From an optimization exercise on the open Yosys and OpenROAD flow, aimed at small area, a short achievable clock period and few clock cycles; shortcuts taken in it are not production practice. In this exercise RTL edits were held to simulation tests only and were not proved equivalent to the original. Power figures rest on the tool's default switching activity, not on a simulated workload.

==> design.v <==
module tpx3_codec (
    input  wire        clk,
    input  wire        rst,
    input  wire        in_valid,
    output wire        in_ready,
    input  wire [7:0]  in_op,
    input  wire [47:0] in_a,
    input  wire [31:0] in_b,
    input  wire [31:0] in_c,
    input  wire [31:0] in_d,
    output wire        out_valid,
    input  wire        out_ready,
    output wire [47:0] out_res,
    output wire        out_err,
    output wire        out_amb
);
    localparam [7:0] OP_ADDR_ENC  = 8'h01;
    localparam [7:0] OP_ADDR_DEC  = 8'h02;
    localparam [7:0] OP_LFSR_STEP = 8'h08;
    localparam [7:0] OP_ENC_TOA   = 8'h10;
    localparam [7:0] OP_DEC_TOA   = 8'h11;
    localparam [7:0] OP_ENC_FTOA  = 8'h12;
    localparam [7:0] OP_DEC_FTOA  = 8'h13;
    localparam [7:0] OP_ENC_TOT   = 8'h14;
    localparam [7:0] OP_DEC_TOT   = 8'h15;
    localparam [7:0] OP_ENC_PC10  = 8'h18;
    localparam [7:0] OP_DEC_PC10  = 8'h19;
    localparam [7:0] OP_PKT_ASM   = 8'h40;
    localparam [7:0] OP_PKT_DIS   = 8'h41;
    localparam [7:0] OP_HIT_DEC   = 8'h43;
    localparam [9:0] TOT_OVV  = 10'h1FF;
    reg        r1_vld, r2_vld;
    reg [47:0] r1_res, r2_res;                    
    reg        r1_err, r1_erb;                    
    reg        r2_err;                            
    reg        r1_amb, r2_amb;
    reg        r1_enc;                            
    reg        r1_dlo, r2_dlo;                    
    reg        r1_dhi, r2_dhi;                    
    reg        r1_glo, r1_ghi;                    
    reg [4:0]  r1_k;                              
    reg [4:0]  r2_r;                              
    reg        o_vld;
    reg [47:0] o_res;
    reg        o_err, o_amb;
    wire en = !o_vld || out_ready;        
    assign in_ready  = en;
    assign out_valid = o_vld;
    assign out_res   = o_res;
    assign out_err   = o_err;
    assign out_amb   = o_amb;
    function [13:0] gray2bin(input [13:0] g);
        integer i;
        begin
            gray2bin[13] = g[13];
            for (i = 12; i >= 0; i = i - 1)
                gray2bin[i] = gray2bin[i + 1] ^ g[i];
        end
    endfunction
    wire [7:0]  op = in_op;
    wire [47:0] a  = in_a;
    wire [31:0] b  = in_b;
    wire [31:0] c  = in_c;
    wire [31:0] d  = in_d;
    wire a_hi4  = |a[47:4];
    wire a_hi8  = |a[47:8];
    wire a_hi10 = |a[47:10];
    wire a_hi14 = |a[47:14];
    wire a_hi16 = |a[47:16];
    wire hdr_ok = (a[47:44] == 4'b1010);
    wire [7:0]  t1 = c[7:0];
    wire [7:0]  t2 = c[15:8];
    wire [7:0]  t3 = c[23:16];
    wire [7:0]  t4 = c[31:24];
    wire        four = (|t3) && (|t4);
    wire        step_width_bad = (|b[31:5]) || (b[4:0] == 5'd0) || (b[4] && (|b[3:0]));
    wire        tb1 = (|t1[7:4]) || (!b[4] && (t1[3:0] >= b[3:0]));
    wire        tb2 = (|t2[7:4]) || (!b[4] && (t2[3:0] >= b[3:0]));
    wire        tb3 = (|t3[7:4]) || (!b[4] && (t3[3:0] >= b[3:0]));
    wire        tb4 = (|t4[7:4]) || (!b[4] && (t4[3:0] >= b[3:0]));
    wire        step_taps_bad = tb1 || tb2 || (four && (tb3 || tb4));
    reg  [15:0] step_mask;       
    integer     mi;
    always @* begin
        for (mi = 0; mi < 16; mi = mi + 1)
            step_mask[mi] = b[4] || (mi < b[3:0]);
    end
    wire        step_reg_bad = a_hi16 || (|(a[15:0] & ~step_mask));
    wire [15:0] sreg = a[15:0];
    wire        step_fb = sreg[t1[3:0]] ^ sreg[t2[3:0]] ^
                          (four ? (sreg[t3[3:0]] ^ sreg[t4[3:0]]) : 1'b0);
    wire [15:0] step_out = ({sreg[14:0], 1'b0} & step_mask) | {15'd0, step_fb};
    reg [47:0] c_res;
    reg        c_err, c_erb, c_amb;    
    reg        c_enc, c_dlo, c_dhi;
    reg        c_glo, c_ghi;
    always @* begin
        c_res = 48'd0;
        c_err = 1'b0;
        c_erb = 1'b0;
        c_amb = 1'b0;
        c_enc = 1'b0;
        c_dlo = 1'b0;
        c_dhi = 1'b0;
        c_glo = 1'b0;
        c_ghi = 1'b0;
        case (op)
            OP_ADDR_ENC: begin
                c_err       = a_hi8 || (|b[31:8]);
                c_res[15:0] = {a[7:1], b[7:2], a[0], b[1:0]};
            end
            OP_ADDR_DEC: begin
                c_err       = a_hi16;
                c_res[15:0] = {a[15:9], a[2], a[8:3], a[1:0]};
            end
            OP_LFSR_STEP: begin
                c_err       = step_width_bad || step_taps_bad || step_reg_bad;
                c_res[15:0] = step_out;
            end
            OP_ENC_TOA: begin
                c_err       = a_hi14;
                c_res[13:0] = a[13:0] ^ {1'b0, a[13:1]};
            end
            OP_DEC_TOA: begin
                c_err       = a_hi14;
                c_res[13:0] = a[13:0];
                c_glo       = 1'b1;
            end
            OP_ENC_FTOA: begin
                c_res[3:0] = a_hi4 ? 4'd15 : a[3:0];
            end
            OP_DEC_FTOA: begin
                c_err      = a_hi4;
                c_res[3:0] = a[3:0];
            end
            OP_ENC_TOT, OP_ENC_PC10: begin
                if (a_hi10 || a[9:1] == 9'h1FF) c_res[9:0] = TOT_OVV;
                else begin
                    c_enc        = 1'b1;
                    c_res[13:4]  = a[9:0];
                end
            end
            OP_DEC_TOT, OP_DEC_PC10: begin
                c_erb       = a_hi10;
                c_amb       = (a[9:0] == 10'd0);
                c_dlo       = !c_amb;
                c_res[13:4] = a[9:0];
            end
            OP_PKT_ASM: begin
                c_erb = a_hi16 || (|b[31:14]) || (|c[31:10]) || (|d[31:4]);
                c_res = {4'b1010, a[15:0], b[13:0], c[9:0], d[3:0]};
            end
            OP_PKT_DIS: begin
                c_erb = !hdr_ok;
                c_res = {4'd0, a[43:0]};
            end
            OP_HIT_DEC: begin
                c_erb = (|b[31:1]) || d[0] || !hdr_ok;
                c_res = {4'd0, a[43:37], a[30], a[36:31], a[29:28],
                         a[27:14], a[13:4], a[3:0]};
                c_ghi = c[0];
                c_amb = !b[0] && (a[13:4] == 10'd0);
                c_dhi = !b[0] && c[0] && !c_amb;    
            end
            default: c_erb = 1'b1;
        endcase
    end
    wire [9:0]  a_v = op[6] ? a[13:4] : a[9:0];
    wire [9:0]  fa  = {a_v[6:0], a_v[9:7]};    
    wire [4:0]  pk;                                
    assign pk[0] = (fa[0] & (fa[1] ^ fa[3] ^ fa[7] ^ fa[9])) ^ (fa[1] & (1'b1 ^ fa[2] ^ fa[4])) ^ (fa[2] & (fa[4] ^ fa[5] ^ fa[6])) ^ (fa[3] & (1'b1 ^ fa[4] ^ fa[6] ^ fa[8])) ^ (fa[4] & (fa[5] ^ fa[7] ^ fa[8] ^ fa[9])) ^ (fa[5] & (1'b1 ^ fa[6] ^ fa[7])) ^ (fa[6] & (1'b1 ^ fa[8] ^ fa[9])) ^ (fa[7] & (fa[9])) ^ fa[8];
    assign pk[1] = (fa[0] & (fa[1] ^ fa[2] ^ fa[6] ^ fa[8])) ^ (fa[1] & (fa[2] ^ fa[4] ^ fa[8])) ^ (fa[2] & (1'b1 ^ fa[3] ^ fa[5])) ^ (fa[3] & (fa[5] ^ fa[6] ^ fa[7])) ^ (fa[4] & (1'b1 ^ fa[5] ^ fa[7] ^ fa[9])) ^ (fa[5] & (fa[6] ^ fa[8] ^ fa[9])) ^ (fa[6] & (1'b1 ^ fa[7] ^ fa[8])) ^ (fa[7] & (1'b1 ^ fa[9])) ^ fa[9];
    assign pk[2] = (fa[0] & (fa[1] ^ fa[3] ^ fa[5] ^ fa[8])) ^ (fa[1] & (1'b1 ^ fa[3] ^ fa[4] ^ fa[6] ^ fa[7] ^ fa[8])) ^ (fa[2] & (fa[6] ^ fa[7] ^ fa[8])) ^ (fa[3] & (fa[5] ^ fa[6] ^ fa[9])) ^ fa[4] ^ (fa[5] & (1'b1 ^ fa[6] ^ fa[7] ^ fa[9])) ^ (fa[6] & (1'b1 ^ fa[7] ^ fa[8])) ^ fa[7] ^ fa[8];
    assign pk[3] = (fa[0] & (1'b1 ^ fa[2] ^ fa[3] ^ fa[6] ^ fa[8] ^ fa[9])) ^ (fa[1] & (fa[2] ^ fa[3] ^ fa[5] ^ fa[8])) ^ (fa[2] & (fa[7] ^ fa[9])) ^ (fa[3] & (fa[4] ^ fa[5] ^ fa[8] ^ fa[9])) ^ (fa[4] & (fa[6] ^ fa[7] ^ fa[9])) ^ (fa[5] & (1'b1 ^ fa[6] ^ fa[7])) ^ (fa[6] & (1'b1 ^ fa[7] ^ fa[9])) ^ (fa[8] & (fa[9])) ^ fa[9];
    assign pk[4] = (fa[0] & (fa[1] ^ fa[2] ^ fa[4] ^ fa[7] ^ fa[9])) ^ (fa[1] & (fa[6] ^ fa[8] ^ fa[9])) ^ (fa[2] & (fa[3] ^ fa[4] ^ fa[7] ^ fa[8] ^ fa[9])) ^ (fa[3] & (fa[5] ^ fa[6] ^ fa[8] ^ fa[9])) ^ (fa[4] & (1'b1 ^ fa[5] ^ fa[6] ^ fa[9])) ^ (fa[5] & (1'b1 ^ fa[6] ^ fa[8] ^ fa[9])) ^ (fa[7] & (fa[8])) ^ fa[8];
    wire [4:0]  elo_k = a[4:0];
    wire [9:0]  elo;                               
    assign elo[0] = (~elo_k[0] & elo_k[4]) | (elo_k[0] & elo_k[1] & elo_k[3]) | (~elo_k[0] & elo_k[1] & elo_k[2]) | (elo_k[0] & elo_k[2] & elo_k[3]) | (~elo_k[1] & elo_k[2] & ~elo_k[3] & ~elo_k[4]) | (~elo_k[0] & elo_k[1] & ~elo_k[3]);
    assign elo[1] = (elo_k[0] & elo_k[4]) | (~elo_k[0] & elo_k[2] & elo_k[3]) | (elo_k[1] & elo_k[2] & ~elo_k[4]) | (~elo_k[0] & ~elo_k[1] & ~elo_k[2] & ~elo_k[3]) | (elo_k[0] & elo_k[1] & ~elo_k[3]) | (elo_k[0] & elo_k[2] & ~elo_k[3]);
    assign elo[2] = (~elo_k[0] & elo_k[4]) | (elo_k[0] & elo_k[2] & elo_k[3]) | (~elo_k[0] & elo_k[2] & ~elo_k[3]) | (elo_k[0] & ~elo_k[1] & ~elo_k[2] & ~elo_k[3]) | (~elo_k[0] & ~elo_k[1] & ~elo_k[2] & elo_k[3]) | (elo_k[0] & elo_k[1] & elo_k[2] & ~elo_k[4]);
    assign elo[3] = (~elo_k[0] & elo_k[2] & ~elo_k[3]) | (~elo_k[1] & ~elo_k[2] & elo_k[3]) | (elo_k[0] & ~elo_k[3] & elo_k[4]) | (elo_k[0] & elo_k[3] & ~elo_k[4]) | (elo_k[1] & elo_k[2] & ~elo_k[3]) | (~elo_k[0] & ~elo_k[1] & elo_k[2] & elo_k[4]) | (~elo_k[0] & ~elo_k[2] & elo_k[3] & elo_k[4]);
    assign elo[4] = (~elo_k[0] & ~elo_k[1] & ~elo_k[2]) | (elo_k[0] & elo_k[2] & ~elo_k[3]) | (~elo_k[0] & elo_k[3] & ~elo_k[4]) | (~elo_k[0] & ~elo_k[3] & elo_k[4]) | (~elo_k[2] & elo_k[3] & elo_k[4]) | (~elo_k[1] & ~elo_k[2] & elo_k[3]) | (elo_k[0] & ~elo_k[1] & elo_k[2] & elo_k[4]);
    assign elo[5] = (~elo_k[2] & elo_k[3]) | (elo_k[0] & ~elo_k[3] & elo_k[4]) | (~elo_k[1] & ~elo_k[2] & ~elo_k[4]) | (elo_k[0] & elo_k[3] & ~elo_k[4]) | (~elo_k[0] & elo_k[3] & elo_k[4]) | (~elo_k[0] & elo_k[1] & elo_k[2] & ~elo_k[3]);
    assign elo[6] = (~elo_k[0] & elo_k[1] & ~elo_k[2]) | (elo_k[0] & ~elo_k[2] & elo_k[3]) | (~elo_k[0] & ~elo_k[1] & elo_k[4]) | (elo_k[0] & elo_k[3] & elo_k[4]) | (elo_k[0] & elo_k[1] & elo_k[2] & ~elo_k[3]) | (~elo_k[0] & elo_k[2] & elo_k[3] & ~elo_k[4]) | (~elo_k[1] & ~elo_k[2] & ~elo_k[3] & ~elo_k[4]) | (~elo_k[0] & ~elo_k[3] & elo_k[4]);
    assign elo[7] = (elo_k[0] & elo_k[1] & ~elo_k[2]) | (~elo_k[0] & ~elo_k[1] & elo_k[3]) | (elo_k[0] & ~elo_k[1] & elo_k[4]) | (~elo_k[0] & ~elo_k[2] & elo_k[3]) | (elo_k[0] & elo_k[2] & elo_k[3] & ~elo_k[4]) | (elo_k[0] & ~elo_k[2] & ~elo_k[3]) | (elo_k[1] & ~elo_k[2] & ~elo_k[4]) | (elo_k[0] & ~elo_k[3] & elo_k[4]) | (~elo_k[0] & elo_k[3] & elo_k[4]);
    assign elo[8] = (~elo_k[0] & elo_k[4]) | (elo_k[3] & elo_k[4]) | (~elo_k[0] & ~elo_k[1] & elo_k[2]) | (elo_k[0] & ~elo_k[1] & elo_k[3]) | (~elo_k[0] & ~elo_k[2] & ~elo_k[3]) | (elo_k[0] & elo_k[1] & ~elo_k[2] & ~elo_k[4]) | (~elo_k[0] & elo_k[2] & elo_k[3]);
    assign elo[9] = (elo_k[2] & elo_k[3]) | (elo_k[0] & elo_k[4]) | (elo_k[0] & ~elo_k[1] & ~elo_k[3]) | (~elo_k[0] & elo_k[1] & elo_k[3]) | (elo_k[0] & ~elo_k[2] & ~elo_k[3]) | (~elo_k[1] & elo_k[2] & ~elo_k[4]);
    wire        a_enc = (op == OP_ENC_TOT) || (op == OP_ENC_PC10);
    wire [9:0]  a_x = a_enc ? elo : fa;
    wire [4:0]  a_k = a_enc ? a[9:5] : pk;
    wire        c_cod = c_enc | c_dlo | c_dhi;
    wire [47:0] a_res = {c_res[47:14], c_cod ? a_x : c_res[13:4], c_res[3:0]};
    wire        r1_ref = r1_err | r1_erb;
    wire        r1_cod = r1_enc | r1_dlo | r1_dhi;
    wire [5:0]  t6k = {r1_enc, r1_k};
    wire [4:0]  b_r;
    wire [9:0]  b_y;
    assign b_r[0] = (t6k[0] & ~t6k[1] & ~t6k[2]) | (t6k[0] & ~t6k[1] & t6k[3]) | (t6k[0] & ~t6k[2] & ~t6k[4]) | (~t6k[0] & t6k[1] & ~t6k[2] & t6k[3]) | (~t6k[0] & ~t6k[1] & ~t6k[3] & t6k[4]) | (t6k[0] & ~t6k[1] & ~t6k[4]) | (t6k[0] & t6k[2] & t6k[3] & t6k[4]) | (~t6k[0] & t6k[1] & t6k[2] & ~t6k[3] & ~t6k[4]);
    assign b_r[1] = (t6k[1] & t6k[2] & ~t6k[4]) | (~t6k[0] & ~t6k[1] & ~t6k[3]) | (~t6k[2] & ~t6k[3] & ~t6k[4]) | (~t6k[0] & t6k[1] & ~t6k[2] & t6k[4]) | (~t6k[0] & t6k[1] & t6k[2] & t6k[3]) | (t6k[0] & ~t6k[1] & ~t6k[2] & ~t6k[4]) | (t6k[1] & ~t6k[2] & t6k[3] & t6k[4]);
    assign b_r[2] = (t6k[0] & ~t6k[1] & ~t6k[3]) | (~t6k[2] & t6k[3] & ~t6k[4]) | (~t6k[1] & t6k[2] & ~t6k[3]) | (~t6k[0] & t6k[1] & ~t6k[2] & ~t6k[3]) | (~t6k[0] & ~t6k[1] & ~t6k[4]) | (t6k[0] & t6k[2] & ~t6k[3] & t6k[4]) | (~t6k[0] & t6k[1] & t6k[2] & t6k[3] & t6k[4]);
    assign b_r[3] = (~t6k[0] & t6k[2] & t6k[3]) | (t6k[0] & ~t6k[2] & t6k[4]) | (~t6k[1] & ~t6k[2] & ~t6k[3]) | (t6k[1] & t6k[3] & t6k[4]) | (~t6k[0] & ~t6k[1] & ~t6k[2] & ~t6k[4]) | (t6k[0] & ~t6k[1] & ~t6k[3] & ~t6k[4]) | (~t6k[0] & ~t6k[2] & ~t6k[3] & ~t6k[4]);
    assign b_r[4] = (~t6k[0] & ~t6k[1] & t6k[2]) | (t6k[0] & ~t6k[1] & t6k[4]) | (~t6k[0] & t6k[2] & ~t6k[3]) | (~t6k[0] & t6k[1] & ~t6k[2] & t6k[3]) | (~t6k[0] & t6k[2] & t6k[4]) | (t6k[0] & ~t6k[2] & t6k[3] & t6k[4]) | (t6k[0] & t6k[1] & t6k[2] & t6k[3] & ~t6k[4]);
    assign b_y[0] = (t6k[0] & t6k[1] & ~t6k[2] & ~t6k[3]) | (~t6k[0] & ~t6k[1] & t6k[2] & ~t6k[3]) | (t6k[0] & t6k[1] & t6k[2] & t6k[3]) | (~t6k[0] & t6k[1] & t6k[2] & ~t6k[4]) | (t6k[0] & ~t6k[1] & ~t6k[3] & t6k[5]) | (~t6k[2] & t6k[3] & t6k[4] & ~t6k[5]) | (~t6k[0] & ~t6k[1] & t6k[2] & t6k[4]) | (~t6k[0] & t6k[1] & t6k[3] & ~t6k[4]) | (t6k[0] & ~t6k[1] & t6k[4] & t6k[5]) | (~t6k[1] & t6k[2] & ~t6k[3] & t6k[4]) | (~t6k[0] & ~t6k[1] & t6k[2] & t6k[5]) | (t6k[0] & t6k[2] & t6k[4] & t6k[5]) | (t6k[1] & t6k[2] & ~t6k[4] & ~t6k[5]) | (~t6k[1] & ~t6k[3] & t6k[4] & t6k[5]) | (t6k[0] & t6k[2] & t6k[3] & ~t6k[4] & ~t6k[5]);
    assign b_y[1] = (t6k[0] & ~t6k[4] & t6k[5]) | (~t6k[0] & ~t6k[1] & t6k[2] & t6k[4]) | (t6k[0] & ~t6k[1] & t6k[3] & ~t6k[5]) | (~t6k[0] & t6k[2] & t6k[3] & t6k[5]) | (~t6k[1] & ~t6k[2] & ~t6k[3] & t6k[5]) | (t6k[0] & t6k[1] & t6k[2] & ~t6k[4]) | (t6k[0] & t6k[3] & t6k[4] & ~t6k[5]) | (~t6k[0] & t6k[1] & ~t6k[2] & t6k[4] & t6k[5]) | (~t6k[0] & t6k[2] & ~t6k[3] & ~t6k[4] & ~t6k[5]) | (~t6k[0] & t6k[2] & t6k[3] & t6k[4]) | (~t6k[1] & t6k[2] & t6k[4] & ~t6k[5]) | (~t6k[1] & t6k[3] & t6k[4] & ~t6k[5]) | (t6k[0] & t6k[1] & ~t6k[2] & t6k[4] & ~t6k[5]) | (~t6k[0] & t6k[1] & ~t6k[2] & t6k[3] & ~t6k[4] & ~t6k[5]);
    assign b_y[2] = (~t6k[0] & t6k[1] & t6k[2] & ~t6k[3]) | (~t6k[0] & t6k[2] & t6k[3] & t6k[4]) | (t6k[0] & ~t6k[1] & t6k[3] & ~t6k[5]) | (~t6k[0] & t6k[2] & ~t6k[3] & ~t6k[5]) | (t6k[0] & ~t6k[1] & t6k[4] & ~t6k[5]) | (t6k[1] & t6k[2] & t6k[4] & t6k[5]) | (t6k[0] & t6k[1] & ~t6k[2] & ~t6k[3] & t6k[4]) | (~t6k[0] & ~t6k[1] & ~t6k[2] & ~t6k[3] & t6k[5]) | (t6k[0] & ~t6k[1] & t6k[2] & ~t6k[3] & t6k[5]) | (t6k[0] & t6k[1] & ~t6k[2] & ~t6k[4] & t6k[5]) | (~t6k[0] & ~t6k[1] & t6k[3] & ~t6k[4] & t6k[5]) | (~t6k[1] & t6k[3] & t6k[4] & ~t6k[5]) | (~t6k[0] & t6k[1] & ~t6k[3] & t6k[4] & ~t6k[5]) | (t6k[0] & ~t6k[1] & ~t6k[3] & ~t6k[4] & t6k[5]) | (t6k[0] & t6k[2] & t6k[3] & ~t6k[4] & ~t6k[5]) | (~t6k[0] & t6k[1] & ~t6k[2] & t6k[3] & ~t6k[4] & ~t6k[5]);
    assign b_y[3] = (t6k[0] & ~t6k[2] & t6k[3]) | (t6k[0] & ~t6k[2] & ~t6k[5]) | (~t6k[0] & t6k[2] & ~t6k[3] & t6k[5]) | (~t6k[0] & t6k[1] & t6k[4] & ~t6k[5]) | (t6k[0] & t6k[1] & t6k[4] & t6k[5]) | (t6k[0] & ~t6k[1] & t6k[3] & ~t6k[4]) | (~t6k[1] & ~t6k[2] & t6k[3] & t6k[5]) | (t6k[0] & t6k[3] & t6k[4] & ~t6k[5]) | (~t6k[0] & t6k[1] & t6k[2] & t6k[3] & ~t6k[4]) | (t6k[1] & ~t6k[2] & t6k[3] & t6k[4]) | (t6k[0] & t6k[1] & t6k[3] & t6k[5]) | (t6k[0] & t6k[1] & ~t6k[3] & ~t6k[4] & ~t6k[5]) | (~t6k[0] & t6k[2] & t6k[3] & ~t6k[4] & ~t6k[5]);
    assign b_y[4] = (t6k[1] & t6k[3] & t6k[4]) | (t6k[1] & t6k[4] & ~t6k[5]) | (t6k[0] & ~t6k[1] & ~t6k[2] & ~t6k[3]) | (t6k[0] & t6k[1] & t6k[2] & ~t6k[3]) | (t6k[0] & ~t6k[2] & t6k[3] & ~t6k[5]) | (~t6k[0] & ~t6k[2] & t6k[3] & t6k[4]) | (~t6k[1] & ~t6k[2] & ~t6k[3] & t6k[5]) | (~t6k[0] & ~t6k[1] & t6k[2] & t6k[3] & ~t6k[5]) | (~t6k[0] & t6k[2] & ~t6k[3] & ~t6k[4] & t6k[5]) | (~t6k[0] & t6k[1] & ~t6k[2] & ~t6k[3] & ~t6k[5]) | (t6k[0] & ~t6k[1] & t6k[3] & ~t6k[4] & ~t6k[5]) | (t6k[0] & t6k[1] & ~t6k[3] & ~t6k[4] & t6k[5]);
    assign b_y[5] = (~t6k[0] & t6k[3] & t6k[4]) | (t6k[0] & ~t6k[2] & ~t6k[5]) | (~t6k[0] & ~t6k[2] & ~t6k[3] & ~t6k[4]) | (~t6k[0] & ~t6k[1] & t6k[2] & t6k[3]) | (t6k[0] & t6k[1] & ~t6k[2] & t6k[4]) | (~t6k[0] & ~t6k[1] & t6k[2] & t6k[4]) | (~t6k[0] & t6k[1] & t6k[3] & t6k[5]) | (t6k[0] & ~t6k[1] & ~t6k[4] & ~t6k[5]) | (t6k[1] & ~t6k[2] & ~t6k[3] & ~t6k[5]) | (~t6k[0] & t6k[2] & t6k[4] & t6k[5]) | (t6k[0] & t6k[1] & ~t6k[3] & t6k[4] & ~t6k[5]) | (~t6k[1] & t6k[2] & ~t6k[3] & t6k[4] & t6k[5]) | (t6k[0] & t6k[1] & t6k[2] & ~t6k[3] & ~t6k[4] & t6k[5]);
    assign b_y[6] = (~t6k[0] & ~t6k[1] & t6k[3] & t6k[4]) | (t6k[0] & ~t6k[2] & t6k[3] & ~t6k[5]) | (~t6k[0] & ~t6k[1] & t6k[2] & ~t6k[5]) | (~t6k[0] & t6k[3] & t6k[4] & ~t6k[5]) | (~t6k[0] & t6k[1] & ~t6k[2] & ~t6k[3] & t6k[4]) | (t6k[0] & t6k[1] & t6k[2] & ~t6k[3] & ~t6k[5]) | (t6k[1] & ~t6k[2] & ~t6k[3] & ~t6k[4] & ~t6k[5]) | (~t6k[1] & ~t6k[2] & t6k[3] & t6k[4]) | (~t6k[0] & ~t6k[1] & t6k[3] & ~t6k[5]) | (~t6k[0] & ~t6k[1] & t6k[2] & ~t6k[3] & ~t6k[4]) | (t6k[0] & t6k[1] & ~t6k[2] & t6k[3] & ~t6k[4]) | (t6k[0] & ~t6k[1] & ~t6k[2] & t6k[4] & ~t6k[5]) | (t6k[0] & t6k[2] & ~t6k[3] & ~t6k[4] & ~t6k[5]) | (~t6k[0] & t6k[1] & t6k[2] & t6k[3] & ~t6k[4] & t6k[5]) | (t6k[0] & t6k[1] & t6k[2] & t6k[3] & t6k[4] & t6k[5]);
    assign b_y[7] = (~t6k[0] & ~t6k[1] & t6k[2] & ~t6k[3]) | (~t6k[0] & t6k[1] & ~t6k[2] & t6k[3]) | (t6k[0] & t6k[1] & ~t6k[2] & ~t6k[4]) | (~t6k[1] & ~t6k[2] & ~t6k[3] & t6k[4]) | (~t6k[0] & t6k[1] & ~t6k[4] & t6k[5]) | (~t6k[1] & t6k[2] & ~t6k[4] & ~t6k[5]) | (~t6k[0] & ~t6k[2] & t6k[3] & ~t6k[4]) | (t6k[0] & t6k[1] & t6k[2] & ~t6k[3] & t6k[4]) | (t6k[0] & ~t6k[2] & t6k[3] & t6k[4] & ~t6k[5]) | (~t6k[0] & t6k[2] & t6k[3] & t6k[4] & ~t6k[5]) | (~t6k[1] & t6k[2] & ~t6k[3] & ~t6k[4]) | (t6k[0] & t6k[1] & t6k[2] & ~t6k[3] & ~t6k[5]) | (~t6k[0] & t6k[1] & ~t6k[2] & t6k[4] & ~t6k[5]);
    assign b_y[8] = (~t6k[0] & ~t6k[2] & t6k[3]) | (t6k[1] & t6k[2] & t6k[5]) | (~t6k[0] & ~t6k[1] & ~t6k[5]) | (~t6k[1] & ~t6k[2] & ~t6k[4] & t6k[5]) | (t6k[0] & t6k[1] & t6k[2] & ~t6k[3]) | (t6k[1] & ~t6k[2] & t6k[3] & ~t6k[4]) | (~t6k[1] & ~t6k[2] & t6k[3] & t6k[4]) | (~t6k[1] & ~t6k[3] & t6k[4] & ~t6k[5]) | (t6k[0] & ~t6k[1] & t6k[2] & t6k[3] & ~t6k[4]) | (~t6k[0] & t6k[1] & t6k[3] & ~t6k[4]) | (t6k[1] & ~t6k[2] & t6k[3] & ~t6k[5]) | (t6k[0] & t6k[1] & ~t6k[2] & ~t6k[4] & ~t6k[5]) | (t6k[0] & t6k[1] & ~t6k[3] & t6k[4] & t6k[5]);
    assign b_y[9] = (~t6k[3] & t6k[4] & t6k[5]) | (~t6k[0] & ~t6k[1] & ~t6k[3]) | (~t6k[0] & t6k[1] & t6k[3] & ~t6k[4]) | (~t6k[2] & t6k[3] & t6k[4] & ~t6k[5]) | (t6k[0] & t6k[1] & t6k[2] & t6k[4]) | (~t6k[1] & ~t6k[2] & ~t6k[4] & t6k[5]) | (~t6k[0] & ~t6k[1] & t6k[2] & ~t6k[5]) | (t6k[0] & t6k[1] & ~t6k[3] & ~t6k[4] & ~t6k[5]) | (t6k[0] & t6k[2] & ~t6k[3] & t6k[4]) | (~t6k[0] & t6k[2] & ~t6k[4] & ~t6k[5]) | (t6k[0] & t6k[1] & t6k[2] & t6k[3] & t6k[5]) | (~t6k[1] & t6k[2] & t6k[3] & ~t6k[4] & ~t6k[5]);
    wire [9:0]  r1_x = r1_res[13:4];
    wire [9:0]  b_p;
    wire r1_x_b_y_d0 = (r1_x[0] & b_y[0]);
    wire r1_x_b_y_d1 = (r1_x[0] & b_y[1]) ^ (r1_x[1] & b_y[0]);
    wire r1_x_b_y_d2 = (r1_x[0] & b_y[2]) ^ (r1_x[1] & b_y[1]) ^ (r1_x[2] & b_y[0]);
    wire r1_x_b_y_d3 = (r1_x[0] & b_y[3]) ^ (r1_x[1] & b_y[2]) ^ (r1_x[2] & b_y[1]) ^ (r1_x[3] & b_y[0]);
    wire r1_x_b_y_d4 = (r1_x[0] & b_y[4]) ^ (r1_x[1] & b_y[3]) ^ (r1_x[2] & b_y[2]) ^ (r1_x[3] & b_y[1]) ^ (r1_x[4] & b_y[0]);
    wire r1_x_b_y_d5 = (r1_x[0] & b_y[5]) ^ (r1_x[1] & b_y[4]) ^ (r1_x[2] & b_y[3]) ^ (r1_x[3] & b_y[2]) ^ (r1_x[4] & b_y[1]) ^ (r1_x[5] & b_y[0]);
    wire r1_x_b_y_d6 = (r1_x[0] & b_y[6]) ^ (r1_x[1] & b_y[5]) ^ (r1_x[2] & b_y[4]) ^ (r1_x[3] & b_y[3]) ^ (r1_x[4] & b_y[2]) ^ (r1_x[5] & b_y[1]) ^ (r1_x[6] & b_y[0]);
    wire r1_x_b_y_d7 = (r1_x[0] & b_y[7]) ^ (r1_x[1] & b_y[6]) ^ (r1_x[2] & b_y[5]) ^ (r1_x[3] & b_y[4]) ^ (r1_x[4] & b_y[3]) ^ (r1_x[5] & b_y[2]) ^ (r1_x[6] & b_y[1]) ^ (r1_x[7] & b_y[0]);
    wire r1_x_b_y_d8 = (r1_x[0] & b_y[8]) ^ (r1_x[1] & b_y[7]) ^ (r1_x[2] & b_y[6]) ^ (r1_x[3] & b_y[5]) ^ (r1_x[4] & b_y[4]) ^ (r1_x[5] & b_y[3]) ^ (r1_x[6] & b_y[2]) ^ (r1_x[7] & b_y[1]) ^ (r1_x[8] & b_y[0]);
    wire r1_x_b_y_d9 = (r1_x[0] & b_y[9]) ^ (r1_x[1] & b_y[8]) ^ (r1_x[2] & b_y[7]) ^ (r1_x[3] & b_y[6]) ^ (r1_x[4] & b_y[5]) ^ (r1_x[5] & b_y[4]) ^ (r1_x[6] & b_y[3]) ^ (r1_x[7] & b_y[2]) ^ (r1_x[8] & b_y[1]) ^ (r1_x[9] & b_y[0]);
    wire r1_x_b_y_d10 = (r1_x[1] & b_y[9]) ^ (r1_x[2] & b_y[8]) ^ (r1_x[3] & b_y[7]) ^ (r1_x[4] & b_y[6]) ^ (r1_x[5] & b_y[5]) ^ (r1_x[6] & b_y[4]) ^ (r1_x[7] & b_y[3]) ^ (r1_x[8] & b_y[2]) ^ (r1_x[9] & b_y[1]);
    wire r1_x_b_y_d11 = (r1_x[2] & b_y[9]) ^ (r1_x[3] & b_y[8]) ^ (r1_x[4] & b_y[7]) ^ (r1_x[5] & b_y[6]) ^ (r1_x[6] & b_y[5]) ^ (r1_x[7] & b_y[4]) ^ (r1_x[8] & b_y[3]) ^ (r1_x[9] & b_y[2]);
    wire r1_x_b_y_d12 = (r1_x[3] & b_y[9]) ^ (r1_x[4] & b_y[8]) ^ (r1_x[5] & b_y[7]) ^ (r1_x[6] & b_y[6]) ^ (r1_x[7] & b_y[5]) ^ (r1_x[8] & b_y[4]) ^ (r1_x[9] & b_y[3]);
    wire r1_x_b_y_d13 = (r1_x[4] & b_y[9]) ^ (r1_x[5] & b_y[8]) ^ (r1_x[6] & b_y[7]) ^ (r1_x[7] & b_y[6]) ^ (r1_x[8] & b_y[5]) ^ (r1_x[9] & b_y[4]);
    wire r1_x_b_y_d14 = (r1_x[5] & b_y[9]) ^ (r1_x[6] & b_y[8]) ^ (r1_x[7] & b_y[7]) ^ (r1_x[8] & b_y[6]) ^ (r1_x[9] & b_y[5]);
    wire r1_x_b_y_d15 = (r1_x[6] & b_y[9]) ^ (r1_x[7] & b_y[8]) ^ (r1_x[8] & b_y[7]) ^ (r1_x[9] & b_y[6]);
    wire r1_x_b_y_d16 = (r1_x[7] & b_y[9]) ^ (r1_x[8] & b_y[8]) ^ (r1_x[9] & b_y[7]);
    wire r1_x_b_y_d17 = (r1_x[8] & b_y[9]) ^ (r1_x[9] & b_y[8]);
    wire r1_x_b_y_d18 = (r1_x[9] & b_y[9]);
    assign b_p[0] = r1_x_b_y_d0 ^ r1_x_b_y_d10 ^ r1_x_b_y_d17;
    assign b_p[1] = r1_x_b_y_d1 ^ r1_x_b_y_d11 ^ r1_x_b_y_d18;
    assign b_p[2] = r1_x_b_y_d2 ^ r1_x_b_y_d12;
    assign b_p[3] = r1_x_b_y_d3 ^ r1_x_b_y_d10 ^ r1_x_b_y_d13 ^ r1_x_b_y_d17;
    assign b_p[4] = r1_x_b_y_d4 ^ r1_x_b_y_d11 ^ r1_x_b_y_d14 ^ r1_x_b_y_d18;
    assign b_p[5] = r1_x_b_y_d5 ^ r1_x_b_y_d12 ^ r1_x_b_y_d15;
    assign b_p[6] = r1_x_b_y_d6 ^ r1_x_b_y_d13 ^ r1_x_b_y_d16;
    assign b_p[7] = r1_x_b_y_d7 ^ r1_x_b_y_d14 ^ r1_x_b_y_d17;
    assign b_p[8] = r1_x_b_y_d8 ^ r1_x_b_y_d15 ^ r1_x_b_y_d18;
    assign b_p[9] = r1_x_b_y_d9 ^ r1_x_b_y_d16;
    wire [9:0]  ecnt = {b_p[2:0], b_p[9:3]};     
    wire [13:0] gsrc = r1_ghi ? r1_res[27:14] : r1_res[13:0];
    wire [13:0] gbin = gray2bin(gsrc);
    wire [47:0] b_res = r1_ref ? 48'd0 :
                        {r1_res[47:28],
                         r1_ghi ? gbin : r1_res[27:14],
                         r1_enc ? {4'd0, ecnt[9:4]} : r1_cod ? b_p : r1_glo ? gbin[13:4] : r1_res[13:4],
                         r1_enc ? ecnt[3:0] : r1_glo ? gbin[3:0] : r1_res[3:0]};
    wire [6:0]  t2k = {r2_res[12], r2_res[11], r2_res[10], r2_res[8], r2_res[6], r2_res[5], r2_res[4]};
    wire [9:0]  u;                                 
    assign u[0] = (t2k[3] & ~t2k[4] & t2k[6]) | (t2k[0] & ~t2k[2] & t2k[4] & ~t2k[5]) | (t2k[3] & ~t2k[5] & ~t2k[6]) | (t2k[0] & t2k[4] & ~t2k[6]) | (~t2k[1] & ~t2k[4] & t2k[6]) | (~t2k[0] & t2k[1] & ~t2k[2] & t2k[4] & t2k[5]);
    assign u[1] = (~t2k[0] & ~t2k[3] & t2k[5]) | (~t2k[0] & t2k[2] & ~t2k[5]) | (~t2k[0] & ~t2k[1] & ~t2k[2] & t2k[6]) | (~t2k[0] & t2k[1] & ~t2k[4] & t2k[5]) | (t2k[0] & ~t2k[1] & ~t2k[3]) | (t2k[0] & ~t2k[4] & ~t2k[5]);
    assign u[2] = (t2k[2] & t2k[4]) | (~t2k[4] & ~t2k[5] & ~t2k[6]) | (~t2k[1] & t2k[2]) | (~t2k[0] & ~t2k[1] & t2k[4] & t2k[5]) | (~t2k[0] & t2k[2] & t2k[5]) | (t2k[0] & t2k[3] & ~t2k[5]);
    assign u[3] = (~t2k[1] & t2k[4] & ~t2k[5]) | (t2k[1] & ~t2k[4] & t2k[6]) | (~t2k[3] & ~t2k[5] & ~t2k[6]) | (~t2k[2] & ~t2k[3] & t2k[4] & t2k[5]) | (t2k[0] & t2k[1] & t2k[3]) | (~t2k[0] & ~t2k[1] & t2k[2] & t2k[5]);
    assign u[4] = (~t2k[0] & ~t2k[3] & t2k[5]) | (t2k[0] & t2k[5] & t2k[6]) | (~t2k[0] & t2k[1] & ~t2k[4] & ~t2k[5]) | (~t2k[0] & t2k[2] & ~t2k[4] & t2k[5]) | (~t2k[1] & ~t2k[4] & ~t2k[6]) | (t2k[1] & ~t2k[2] & t2k[4] & t2k[5]);
    assign u[5] = (~t2k[0] & ~t2k[3] & t2k[4]) | (t2k[1] & ~t2k[3] & ~t2k[4]) | (~t2k[1] & t2k[4] & t2k[5]) | (t2k[2] & t2k[4] & t2k[6]) | (~t2k[0] & t2k[5] & ~t2k[6]) | (t2k[0] & ~t2k[2] & ~t2k[3] & t2k[5]);
    assign u[6] = (t2k[0] & t2k[5]) | (t2k[0] & t2k[1] & t2k[4]) | (~t2k[0] & ~t2k[2] & ~t2k[5] & ~t2k[6]) | (t2k[1] & t2k[3] & t2k[4] & t2k[5]) | (t2k[0] & t2k[3]) | (~t2k[1] & t2k[2] & t2k[5]);
    assign u[7] = (~t2k[2] & ~t2k[4] & t2k[5]) | (~t2k[3] & t2k[4] & ~t2k[5]) | (t2k[0] & ~t2k[2] & t2k[5]) | (t2k[0] & t2k[2] & ~t2k[4]) | (t2k[1] & ~t2k[2] & t2k[5]) | (~t2k[0] & t2k[1] & t2k[2] & ~t2k[5]);
    assign u[8] = (t2k[3] & t2k[4] & t2k[5]) | (t2k[5] & ~t2k[6]) | (~t2k[1] & ~t2k[2] & ~t2k[4]) | (~t2k[1] & ~t2k[4] & ~t2k[5]) | (t2k[2] & ~t2k[3]) | (t2k[1] & t2k[3] & ~t2k[6]) | (t2k[1] & ~t2k[3] & ~t2k[5] & t2k[6]);
    assign u[9] = (t2k[0] & ~t2k[5]) | (t2k[4] & ~t2k[6]) | (t2k[1] & t2k[5] & ~t2k[6]) | (~t2k[1] & ~t2k[5] & t2k[6]) | (~t2k[0] & ~t2k[1] & ~t2k[2] & t2k[3]) | (~t2k[0] & t2k[2] & t2k[3] & t2k[4]);
    wire [4:0]  ag = u[4:0] & r2_r;
    wire [4:0]  ap = u[4:0] ^ r2_r;
    wire [5:0]  ac;
    assign ac[0] = 1'b0;
    assign ac[1] = ag[0];
    assign ac[2] = ag[1] | (ap[1] & ag[0]);
    assign ac[3] = ag[2] | (ap[2] & ag[1]) | (ap[2] & ap[1] & ag[0]);
    assign ac[4] = ag[3] | (ap[3] & ag[2]) | (ap[3] & ap[2] & ag[1]) | (ap[3] & ap[2] & ap[1] & ag[0]);
    assign ac[5] = ag[4] | (ap[4] & ac[4]);
    wire [4:0]  uhi1 = u[9:5] ^ {&u[8:5], &u[7:5], &u[6:5], u[5], 1'b1};
    wire [9:0]  dcnt = {ac[5] ? uhi1 : u[9:5], ap ^ ac[4:0]};
    wire [47:0] c_out = {r2_res[47:14],
                         r2_dhi ? dcnt : r2_dlo ? {4'd0, dcnt[9:4]} : r2_res[13:4],
                         r2_dlo ? dcnt[3:0] : r2_res[3:0]};
    always @(posedge clk) begin
        if (rst) begin
            r1_vld <= 1'b0;
            r2_vld <= 1'b0;
            o_vld  <= 1'b0;
        end else if (en) begin
            r1_vld <= in_valid;
            r2_vld <= r1_vld;
            o_vld  <= r2_vld;
        end
    end
    always @(posedge clk) begin
        if (en) begin
            r1_res <= a_res;  r1_err <= c_err;  r1_erb <= c_erb;  r1_amb <= c_amb;
            r1_enc <= c_enc;  r1_dlo <= c_dlo;  r1_dhi <= c_dhi;
            r1_glo <= c_glo;  r1_ghi <= c_ghi;
            r1_k   <= a_k;
            r2_res <= b_res;  r2_err <= r1_ref; r2_amb <= r1_amb & ~r1_ref;
            r2_dlo <= r1_dlo & ~r1_ref; r2_dhi <= r1_dhi & ~r1_ref;
            r2_r   <= b_r;
            o_res  <= c_out;  o_err  <= r2_err; o_amb  <= r2_amb;
        end
    end
endmodule
==> flow/run.sh <==
#!/bin/bash
# The standard layout (standard.sh), except that the port buffers are
# buf_2 cells and timing repair may resize any cell to any size, not only to
# cells of the same footprint.  make's full output goes to make.log.
set -euo pipefail
bash standard.sh MATCH_CELL_FOOTPRINT=0 \
    "BUFFER_PORTS_ARGS=-buffer_cell sky130_fd_sc_hd__buf_2" finish > make.log 2>&1
==> standard.sh <==
#!/bin/bash
# synth_recipe.tcl (not shown) runs the flow's synth.tcl, then flattens the netlist and writes it again
# the make line also repeats each setting of config.mk as NAME=value (left out here)
make -C /OpenROAD-flow-scripts/flow DESIGN_CONFIG=/design/flow/config.mk WORK_HOME=/design/flow/orfs CLKGATE_MAP_FILE= SYNTH_SCRIPT=/design/flow/synth_recipe.tcl "${@:-finish}"
==> config.mk <==
export PLATFORM = sky130hd
export DESIGN_NAME = tpx3_codec
export DESIGN_NICKNAME = tpx3_codec
export VERILOG_FILES = /design/flow/design.v
export SDC_FILE = /design/flow/constraint.sdc
export NUM_CORES = 4
export LEC_CHECK = 0
export CAP_MARGIN = 20
export CORE_MARGIN = 2
export CORE_UTILIZATION = 40
export CTS_BUF_LIST = sky130_fd_sc_hd__clkbuf_4 sky130_fd_sc_hd__clkbuf_8
export PLACE_DENSITY = 0.6
export SETUP_SLACK_MARGIN = 4.6
export SLEW_MARGIN = 20
==> constraint.sdc <==
create_clock -name core_clock -period 8.0 [get_ports {clk}]
set_input_delay 1.6000 -clock core_clock [delete_from_list [all_inputs] [get_ports {clk}]]
set_output_delay 1.6000 -clock core_clock [all_outputs]
set_load 0.01 [all_outputs]
==> results of run 1 <==
cell type report:
cell class | count | area, sq um | share of cell area, %
clock buffers | 17 | 234.0 | 1.233
clock inverters | 15 | 214.0 | 1.128
inverters | 53 | 220.2 | 1.161
multi-input cells | 1315 | 10210 | 53.80
flip-flops and latches | 162 | 4835 | 25.49
well taps | 468 | 585.6 | 3.087
repair buffers | 370 | 2675 | 14.10
worst max-delay path by stage:
stage                             to
after floorplan             in_ready
after global placement     r1_res[5]
after detailed placement   r1_res[5]
after CTS                   in_ready
after global routing      r2_res[10]
final                       in_ready
cell usage in the layout, fill, tap and decap left out, types with 41 or more instances in the layout:
cell	Yosys	final
buf_2	25	186
nand2_1	181	172
edfxtp_1	159	159
nor2_1	147	137
buf_4	11	129
o21ai_0	113	102
a21oi_1	107	98
xnor2_1	109	82
xor2_1	55	47
inv_1	50	45
ha_1	46	41
kinds of logic (layout without fill, tap and decap cells):
family | after synthesis | after routing | share of synthesized area [%]
AOI/OAI and AO/OA | 450 | 450 | 20.49
xor gates and xnor gates | 183 | 183 | 12.63
adders and majority gates | 48 | 48 | 4.173
buffers and inverters | 196 | 455 | 5.784
DFF | 162 | 162 | 32.77
muxes | 53 | 53 | 5.411
other | 1 | 2 | 0.02542
and+or+nand+nor | 575 | 579 | 18.72
repair_timing:
action	CTS	global route
endpoints found under the setup margin	54	42
gates resized for setup	135	143
pin swaps	27	81
cloned	9	3
buffers inserted	75	63
where the power goes:
part	switching [mW]	internal (mW)	total, mW
Sequential	0.0469	1.00	1.05
Combinational	1.56	1.44	3.00
Clock	0.374	0.299	0.673
Total	1.98	2.74	4.72
state kept, by name (all words and copies together) (netlist names), 5 cells and up:
signal  cells
o_res      45
r2_res     45
r1_res     45
r2_r        5
r1_k        5
stage by stage:
stage / hold slack [ns] / setup WS, ns / total power, mW / util (%)
after floorplan: 0.4003 / 3.608 / 2.544 / -
after global placement: 0.4026 / 3.375 / 2.937 / 44.07
after detailed placement: 0.4052 / 3.239 / 2.950 / 44.07
after CTS: 0.4257 / 4.354 / 4.191 / 48.81
after global routing: 0.4282 / 4.353 / 4.929 / 52.06
final: 0.4199 / 4.361 / 4.723 / 52.06
routing by layer:
layer | share of wire (%) | vias up | GRT usage [%]
li1 | - | 6624 | -
met1 | 40 | 6903 | 34.27
met2 | 47 | 850 | 41.77
met3 | 8.4 | 146 | 3.026
met4 | 4.4 | 0 | 11.34
met5 | 0 | - | 0
==> summary.md, run 1 <==
| Metric | Value |
|---|---|
| First-pass GRT wire length | 77070 microns |
| Area grow syn2layout | 28.58% |
| Worst path bufs/invs | 2 |
| Stages on the worst setup path | 3 |
| Routed len/inst | 21.60 microns |
| Die area | 38430 sq um |
| Skew final | between 0.015 and 0.02 ns |
| Crit path capture type | output pin |
| Max-cap violations | 0 |
| Initial DRT Pass Iterations | 7 |
| Final net count | ~2100 |
| Synth Instances | about 1700 |
| Async set-or-reset flop fraction in the synthesized netlist | 0% |
| Worst path slowest cell | nand2b_4 |
| Root buffer cell | clkbuf_8 |
| Antenna violations before repair | 0 |
| Commonest cells in the netlist | nand2_1 (181), edfxtp_1 (159), nor2_1 (147) |
| Final setup vio count | 0 |
| Input/output buffers | around 200 |
| VDD IR max | between 0.15 and 0.2 mV |
| FF+latch count, synth | between 150 and 200 |
| Count leader, synth | nand2_1 |
| FF-to-FF setup slack | about 4.5 ns |
| Min-Delay Path Class | flip-flop to flip-flop |
| Post-DP Area | between 15000 and 20000 sq um |
| Post-cts hold buffer count | 0 |
| Slew headroom | 40.11% |
| DR vias | 14520 |
| Die width | ~200 microns |
| Fin. max-slew vios | 0 |
| Slew @ Worst Pin | 0.8984 ns |
| Via density | approximately 6 |
| Initial core utilization | between 40% and 50% |
| CTS tree | yes |
| Num rows | 70 |
| Synth unique cells | 99 |
| Die Ht | between 150 and 200 microns |
| Setup Crit Path Kind | input pin to output pin |
| RSZ-0062 raised after global routing | true |
| Req. time, crit path | 6.40 ns |
| Fill count | 3302 |
| Post-route clock period utilization | a little under half |
| Dpl cells | 2218 |
| Worst skew pair latency | 0.46 ns |
| Final Wtd Congestion | around 0.98 |
| Top-Level Pins | approximately 210 |
| Final non-filler cell total | 2400 |
| Worst R2R Start | r1_k[0] |
| HP Start | r2_res[29] |
| Post-DP HPWL | ~34000 microns |
| Post-synth EDFFs | around 160 |
| Cells on Worst Hold Path | 0 |
| Leakage power total | approximately 7.6 nW |
| CTS Buf Count | 17 |
| Sequential area share after synthesis | approximately a third |
| Fin. Hold Viols | 0 |
| Tmin final | ~3.6 ns |
| Power Dens Cells | around 250 nW/um^2 |
| Clock tree sinks | about 160 |
| Global route total overflow | 0 |
| Max incr delay on CP | 0.18 ns |
| Critical path data arrival time | approximately 2 ns |
| Drt total wl | 51830 microns |
| Top FF cell, synth | edfxtp_1 |
| Design area | 18970 sq um |
| Core Region | ~36000 sq um |
| Post-Syn Area | about 15000 sq um |
| Top-area cell type share of the netlist area | 32.36% |
| Total track usage | between 20% and 30% |
| CTS max path bufs | 2 |
| Synth area leaders | edfxtp_1 (32%), xnor2_1 (6.5%), nand2_1 (4.6%) |
| Highest Clock Rate | between 200 and 300 MHz |
| Cell breakdown of the critical path | buf_8 > nand2b_4 > buf_6 |
| Iter 0 DRT Violations | between 1500 and 2000 |
| Status | finished clean |
| Clock-pin transition on the worst setup and hold timing paths | 0.11 ns |
| Share of layout cells above drive strength 1 | between 30% and 40% |
| CP startpoint kind | input pin |
| Cells on worst reg2reg path | 13 |
| Setup TNS | 0 ns |
| Syn avg cell area | between 8 and 9 sq um |
| Hold Crit Endpoint | o_res[29] |
| Antenna cells | 0 |
| Yosys warns | 1 |
| Max Fanout on Critical Path | 2 |
| Number of H-tree levels | 4 |
| Setup crit start | out_ready |
| Crit Reg-Reg Endpoint | r2_res[10] |
| Largest net degree at the start of global routing | 74 |
| Number of global-route vias before repair | 13510 |
| ANT nets after route | 0 |
| Delay-heaviest family, CP | buffers and inverters |
| Post-route DRC | 0 |
| Cell taking the most area after synthesis | edfxtp_1 |
Testbench counts, summed over its fixed seeds: cycles 1,624.
==> run 2, diff against run 1 <==
--- a/config.mk
+++ b/config.mk
@@ -11,4 +11,4 @@
 export CTS_BUF_LIST = sky130_fd_sc_hd__clkbuf_4 sky130_fd_sc_hd__clkbuf_8
 export PLACE_DENSITY = 0.6
-export SETUP_SLACK_MARGIN = 4.6
+export SETUP_SLACK_MARGIN = 4.1
 export SLEW_MARGIN = 20
==> summary.md, run 2 <==
| Metric | Value |
|---|---|
| Fill count | 3641 (+10%) |
| ANT nets after route | 0 (unchanged) |
| Setup TNS | 0 ns (unchanged) |
| RSZ-0062 raised after global routing | true |
| Largest net degree at the start of global routing | 75 (+1.4%) |
| Drt total wl | 46490 microns (-10%) |
| CTS max path bufs | 2 (unchanged) |
| Num rows | 70 (unchanged) |
| Power Dens Cells | 218.0 nW/um^2 (-12%) |
| Routed len/inst | 20.46 microns (-5.2%) |
| Highest Clock Rate | 260.7 MHz (-5.2%) |
| Yosys warns | 1 (unchanged) |
| Max-cap violations | 0 (unchanged) |
| FF+latch count, synth | 162 (unchanged) |
| Final setup vio count | 0 (unchanged) |
| Largest registers | o_res (45), r1_res (45), r2_res (45) |
| Util after Layout | 45.44% (-6.6 points) |
| Worst skew pair latency | 0.48 ns (+0.02 ns) |
| Post-DP Area | 15890 sq um (-1.0%) |
| Global route total overflow | 0 (unchanged) |
| Most used cell, CP | o21ai_0 |
| Slew @ Worst Pin | 0.9358 ns (+0.03739 ns) |
| Top-Level Pins | 208 (unchanged) |
| Syn avg cell area | 8.845 sq um (unchanged) |
| Post-route clock period utilization | 47.96% (+2.5 points) |
| Commonest non-fill, non-tap cell in the layout | buf_2 |
| VDD IR max | 0.1382 mV (-20%) |
| Area grow syn2layout | 12.21% |
| Skew final | 0.02408 ns (+0.005091 ns) |
| Post-cts hold buffer count | 0 (unchanged) |
| Share of layout cells above drive strength 1 | 20.12% (-13 points) |
| Status | finished clean |
| Die Ht | 196.0 microns (unchanged) |
| Post-route DRC | 0 (unchanged) |
| Antenna violations before repair | 0 (unchanged) |
| Highest-count cells in the layout ignoring fill and taps | buf_2 (203), nand2_1 (181), edfxtp_1 (159), nor2_1 (145), o21ai_0 (113) |
| Synth Instances | 1668 (unchanged) |
| Initial core utilization | 40.49% (unchanged) |
| Fin. Hold Viols | 0 (unchanged) |
| DR vias | 13500 (-7.1%) |
| CP startpoint kind | input pin |
| Design area | 16550 sq um (-13%) |
| Max incr delay on CP | 0.81 ns (+0.63 ns) |
| Via density | 5.941 (-1.8%) |
| Post-DP HPWL | 33730 microns (-1.5%) |
| Hold slack final | 0.4211 ns (+0.001123 ns) |
| Cell breakdown of the critical path | buf_2 > nor4_1 > nand4_1 > nor2_1 > o211ai_1 > nand2b_1 > o311ai_0 > o21ai_0 > o21ai_0 |
| Cell taking the most area after synthesis | edfxtp_1 |
| Delay-heaviest family, CP | simple AND/OR/NAND/NOR gates |
| Post-Syn Area | 14750 sq um (unchanged) |
| Worst path slowest cell | nor4_1 |
| Iter 0 DRT Violations | 1314 (-23%) |
| Final net count | 1995 (-6.0%) |
| Top-area cell type share of the netlist area | 32.36% (unchanged) |
| Worst path bufs/invs | 1 (-1) |
| Synth unique cells | 99 (unchanged) |
| Total track usage | 23.61% (-2.0 points) |
| CTS Buf Count | 17 (unchanged) |
| Final Wtd Congestion | 1.002 (+2.2%) |
| Number of H-tree levels | 4 (unchanged) |
| Antenna cells | 0 (unchanged) |
| Setup Crit Path Kind | input pin to flip-flop |
| Die area | 38430 sq um (unchanged) |
| Core Region | 36430 sq um (unchanged) |
| Synth area leaders | edfxtp_1 (32%), xnor2_1 (6.5%), nand2_1 (4.6%) |
| Clock tree sinks | 162 (unchanged) |
| Tmin final | 3.836 ns (+0.1980 ns) |
| Req. time, crit path | 8.20 ns (+1.80 ns) |
| Root buffer cell | clkbuf_8 |
| Initial DRT Pass Iterations | 6 (-1) |
| Slew headroom | 37.04% (-3.1 points) |
| Leakage power total | 6.519 nW (-15%) |
| Async set-or-reset flop fraction in the synthesized netlist | 0% (unchanged) |
| Top FF cell, synth | edfxtp_1 |
| Die width | 196.0 microns (unchanged) |
| Crit path capture type | flip-flop |
| Post-synth EDFFs | 159 (unchanged) |
| First-pass GRT wire length | 70750 microns (-8.2%) |
| Critical path data arrival time | 4.04 ns (+2.00 ns) |
| CTS tree | yes |
| Input/output buffers | 205 (unchanged) |
| Sequential area share after synthesis | 32.77% (unchanged) |
| Commonest cells in the netlist | nand2_1 (181), edfxtp_1 (159), nor2_1 (147) |
| Min-Delay Path Class | flip-flop to flip-flop |
| Max Fanout on Critical Path | 7 (+5) |
| Fin. max-slew vios | 0 (unchanged) |
| Count leader, synth | nand2_1 |
| Number of global-route vias before repair | 12440 (-7.9%) |
| Clock-pin transition on the worst setup and hold timing paths | 0.11 ns (about the same) |
[run 2: cell types whose count changed in the layout (fill, tap and decap cells not counted), moves of 9 or more]
cell     previous run  this run
a21oi_1            98       107
xnor2_1            82       107
xnor2_2            27         4
nand2_1           172       181
o21ai_0           102       113
buf_4             129        33
nor4_1             26        35
buf_2             186       203
buf_6              34         4
[run 2: worst paths after layout]
path	depth (start not counted)	slack (ns)	start	end
worst min-delay path	0	0.42	r2_res[37]	o_res[37]
worst max register to register	11	4.33	r1_k[4]	r2_res[7]
worst max-delay path	9	4.16	in_a[33]	r1_res[5]
worst min register to register	0	0.42	r2_res[37]	o_res[37]
[run 2: kinds of logic after synthesis]
kind of cell               Yosys count  share of synthesized area (%)
DFF                                162                          32.77
AOI/OAI and AO/OA                  450                          20.49
buffers and inverters              196                          5.784
muxes                               53                          5.411
xor gates and xnor gates           183                          12.63
other                                1                        0.02542
and+or+nand+nor                    575                          18.72
adders and majority gates           48                          4.173
[run 2: cell type report]
type	count	area, sq um	area share [%]
clock buffer	17	234.0	1.413
clock inverter	15	143.9	0.8692
inverter	53	214.0	1.292
timing repair buffer	245	1365	8.246
tap	468	585.6	3.537
multi-input combinational	1312	9178	55.44
sequential	162	4835	29.20
[run 2: metrics by stage]
step / std cells / total power [mW] / worst slack (ns)
floorplan: 1669 / 2.525 / 3.608
global placement: 2218 / 2.896 / 3.264
detailed placement: 2218 / 2.917 / 3.160
CTS: 2255 / 3.540 / 4.135
global route: 2272 / 3.834 / 4.048
finish: 2272 / 3.610 / 4.164
[run 2: report_power, final]
part / total, mW / leakage (nW) / internal (mW) / switching, mW
registers: 1.04 / 1.92 / 1.00 / 0.0383
logic: 1.99 / 4.42 / 0.788 / 1.20
clock network: 0.581 / 0.184 / 0.229 / 0.352
total: 3.61 / 6.52 / 2.02 / 1.59
[run 2: per-layer routing]
layer / up-vias / share of wire (%) / track usage (%)
li1: 6375 / - / -
met1: 6371 / 43 / 32.26
met2: 659 / 46 / 38.43
met3: 93 / 7.7 / 3.404
met4: 0 / 2.9 / 8.053
met5: - / 0 / 0
[run 2: timing repair]
item                       in CTS  in global routing
setup endpoints to repair      41                 30
gates resized for setup        11                 13
setup buffers                   4                 16
pin swaps                       1                  3
gates cloned                    1                  0
[run 2: worst register-to-register path: stages (launching register included)]
cell      delay, ns
edfxtp_1       0.35
buf_6          0.33
nand2_1        0.33
a211o_1        0.35
a21oi_1        0.38
nor4_4         0.15
nor2_1         0.17
xnor3_1        0.34
xor2_1         0.26
xnor3_1        0.49
nor3_1         0.19
a211oi_2       0.07
==> run 3, diff against run 2 <==
--- a/config.mk
+++ b/config.mk
@@ -11,4 +11,4 @@
 export CTS_BUF_LIST = sky130_fd_sc_hd__clkbuf_4 sky130_fd_sc_hd__clkbuf_8
 export PLACE_DENSITY = 0.6
-export SETUP_SLACK_MARGIN = 4.1
+export SETUP_SLACK_MARGIN = 4.45
 export SLEW_MARGIN = 20
==> summary.md, run 3 <==
| Metric | Value |
|---|---|
| Worst skew pair latency | 0.47 ns (about the same) |
| Input/output buffers | 205 (unchanged) |
| First-pass GRT wire length | 74460 microns (+5.3%) |
| Tmin final | 3.624 ns (-0.2122 ns) |
| Highest Clock Rate | 275.9 MHz (+5.9%) |
| Skew final | 0.01786 ns (-0.006221 ns) |
| Final Power | 4.005 mW (+11%) |
| Post-synth EDFFs | 159 (unchanged) |
| Synth unique cells | 99 (unchanged) |
| Max-cap violations | 0 (unchanged) |
| Die Ht | 196.0 microns (unchanged) |
| CTS max path bufs | 2 (unchanged) |
| Post-route DRC | 0 (unchanged) |
| Post-cts hold buffer count | 0 (unchanged) |
| Commonest non-fill, non-tap cell in the layout | buf_2 |
| Crit Reg-Reg Endpoint | r2_res[9] |
| Yosys warns | 1 (unchanged) |
| Max Fanout on Critical Path | 2 (-5) |
| VDD IR max | 0.1283 mV (-7.1%) |
| Drt total wl | 49850 microns (+7.2%) |
| Async set-or-reset flop fraction in the synthesized netlist | 0% (unchanged) |
| Num rows | 70 (unchanged) |
| Top-Level Pins | 208 (unchanged) |
| Status | finished clean |
| Highest-count cells in the layout ignoring fill and taps | buf_2 (195), nand2_1 (178), edfxtp_1 (159), nor2_1 (138), o21ai_0 (109) |
| Count leader, synth | nand2_1 |
| Setup crit start | out_ready |
| Global route total overflow | 0 (unchanged) |
| CTS tree | yes |
| Fin. max-slew vios | 0 (unchanged) |
| Slew headroom | 38.80% (+1.8 points) |
| Share of layout cells above drive strength 1 | 25.79% (+5.7 points) |
| Final net count | 2050 (+2.8%) |
| Largest registers | o_res (45), r1_res (45), r2_res (45) |
| Setup TNS | 0 ns (unchanged) |
| Die area | 38430 sq um (unchanged) |
| Util after Layout | 48.49% (+3.1 points) |
| Number of H-tree levels | 4 (unchanged) |
| Antenna violations before repair | 0 (unchanged) |
| Synth area leaders | edfxtp_1 (32%), xnor2_1 (6.5%), nand2_1 (4.6%) |
| Iter 0 DRT Violations | 1525 (+16%) |
| CTS Buf Count | 17 (unchanged) |
| Fill count | 3470 (-4.7%) |
| Commonest cells in the netlist | nand2_1 (181), edfxtp_1 (159), nor2_1 (147) |
| Die width | 196.0 microns (unchanged) |
| Fin. Hold Viols | 0 (unchanged) |
| Min-Delay Path Class | flip-flop to flip-flop |
| Clock-pin transition on the worst setup and hold timing paths | 0.09 ns (-0.02 ns) |
| Req. time, crit path | 6.40 ns (-1.80 ns) |
| Power Dens Cells | 226.7 nW/um^2 (+4.0%) |
| Top-area cell type share of the netlist area | 32.36% (unchanged) |
| Largest net degree at the start of global routing | 75 (unchanged) |
| CP startpoint kind | input pin |
| Post-DP HPWL | 34050 microns (+0.94%) |
| Critical path data arrival time | 2.02 ns (-2.02 ns) |
| Final setup margin | 4.376 ns (+0.2122 ns) |
| Post-route clock period utilization | 45.30% (-2.7 points) |
| Number of global-route vias before repair | 12780 (+2.7%) |
| RSZ-0062 raised after global routing | true |
| Via density | 6.006 (+1.1%) |
| Clock tree sinks | 162 (unchanged) |
| Hold slack final | 0.4235 ns (+0.002415 ns) |
| Post-Syn Area | 14750 sq um (unchanged) |
| DP Worst Slack | 3.035 ns (-0.1250 ns) |
| FF-to-FF setup slack | 4.47 ns (+0.14 ns) |
| Core Region | 36430 sq um (unchanged) |
| Leakage power total | 6.966 nW (+6.9%) |
| Initial core utilization | 40.49% (unchanged) |
| Cells on worst reg2reg path | 12 (+1) |
| Worst R2R Start | r1_k[0] |
| Crit path capture type | output pin |
| Slew @ Worst Pin | 0.9180 ns (-0.01773 ns) |
| Cell taking the most area after synthesis | edfxtp_1 |
| Setup Crit Path Kind | input pin to output pin |
| Sequential area share after synthesis | 32.77% (unchanged) |
| Final setup vio count | 0 (unchanged) |
| Syn avg cell area | 8.845 sq um (unchanged) |
| Area grow syn2layout | 19.75% |
| DR vias | 13960 (+3.5%) |
| Top FF cell, synth | edfxtp_1 |
| ANT nets after route | 0 (unchanged) |
| Synth Instances | 1668 (unchanged) |
| Root buffer cell | clkbuf_8 |
| Antenna cells | 0 (unchanged) |
| Initial DRT Pass Iterations | 9 (+3) |
| Final Wtd Congestion | 1.002 (about the same) |
| CP endpoint | in_ready |
| FF+latch count, synth | 162 (unchanged) |
| Routed len/inst | 21.44 microns (+4.8%) |
| Total track usage | 24.77% (+1.2 points) |
run 3: cell counts after synthesis:
Identical to the previous run, type by type.
run 3: layer usage:
metal	wire, microns	GRT usage (%)
met1	20300	33.55
met2	23740	40.07
met3	4135	3.541
met4	1675	9.764
met5	0	0
run 3: critical path: stages:
cell and delay [ns]:
buf_6 0.09, nand2b_4 0.18, buf_6 0.15
run 3: cell type report:
type                       count  area [sq um]  share of cell area [%]
clock buffer                  17         234.0                   1.324
sequential                   162          4835                   27.37
clock inverter                13         150.1                  0.8499
inverter                      53         221.5                   1.254
multi-input combinational   1314          9619                   54.45
timing repair buffer         298          2022                   11.44
tap                          468         585.6                   3.314
run 3: cells by family (layout without fill, tap and decap cells):
| kind of cell | Yosys count | count (layout) | share of synthesized area [%] |
|---|---|---|---|
| compound gates | 450 | 450 | 20.49 |
| xor+xnor | 183 | 183 | 12.63 |
| mux | 53 | 53 | 5.411 |
| fa+ha+maj | 48 | 48 | 4.173 |
| flops | 162 | 162 | 32.77 |
| buf+inv | 196 | 381 | 5.784 |
| other cells | 1 | 2 | 0.02542 |
| simple gates | 575 | 578 | 18.72 |
run 3: stage by stage:
stage                     area (sq um)  std cells
after floorplan                  14990       1669
after global placement           16030       2218
after detailed placement         16030       2218
after CTS                        16990       2285
after global routing             17670       2325
final                            17670       2325
run 3: where the power goes:
part	total, mW	leakage, nW	internal [mW]	switching [mW]
clock network	0.612	0.191	0.281	0.332
registers	1.05	1.92	1.00	0.0478
logic	2.34	4.86	1.00	1.34
total	4.00	6.97	2.29	1.72
run 3: worst min-delay path by stage:
stage	start	to	depth (start not counted)
2_1_floorplan	r2_amb	o_amb	0
3_3_place_gp	r2_res[27]	o_res[27]	0
3_5_place_dp	r2_res[16]	o_res[16]	0
4_1_cts	r2_res[16]	o_res[16]	0
5_1_grt	r2_res[20]	o_res[20]	0
6_report	r2_res[20]	o_res[20]	0
run 3: timing repair:
action / CTS / global route
endpoints found under the hold margin: 0 / 0
pin swaps: 9 / 15
gates cloned: 3 / 7
resized for setup: 64 / 61
buffers inserted: 34 / 33
setup endpoints to repair: 79 / 48

[static timing again, ports no longer ideal]
No port has a modelled driver above. Below, the same layouts with a new extraction and two added sets of constraints.
Step 1, drivers: a clkbuf_16 drives clk and a buf_2 each remaining input, both assumed.
Step 2 times the ports against the registers' clock, not the clock port: input delays grow and output delays shrink by t, the midpoint of the rising clock arrivals with the driver on.
Slacks: ideal ports / drivers / drivers and shift; pairs: ideal ports / drivers.
run | shift t [ns] | setup slack, ns | latest minus earliest clock arrival (ns)
run 1 | 0.492 | 4.361 / 4.324 / 4.089 | 0.019 / 0.019
run 2 | 0.514 | 4.164 / 4.162 / 3.677 | 0.028 / 0.027
run 3 | 0.504 | 4.376 / 4.345 / 3.996 | 0.024 / 0.023
After both steps every run listed still meets setup and hold. The setup slack of run 2, which loses most, moves by -0.002 ns with the drivers and by -0.487 ns with both steps.
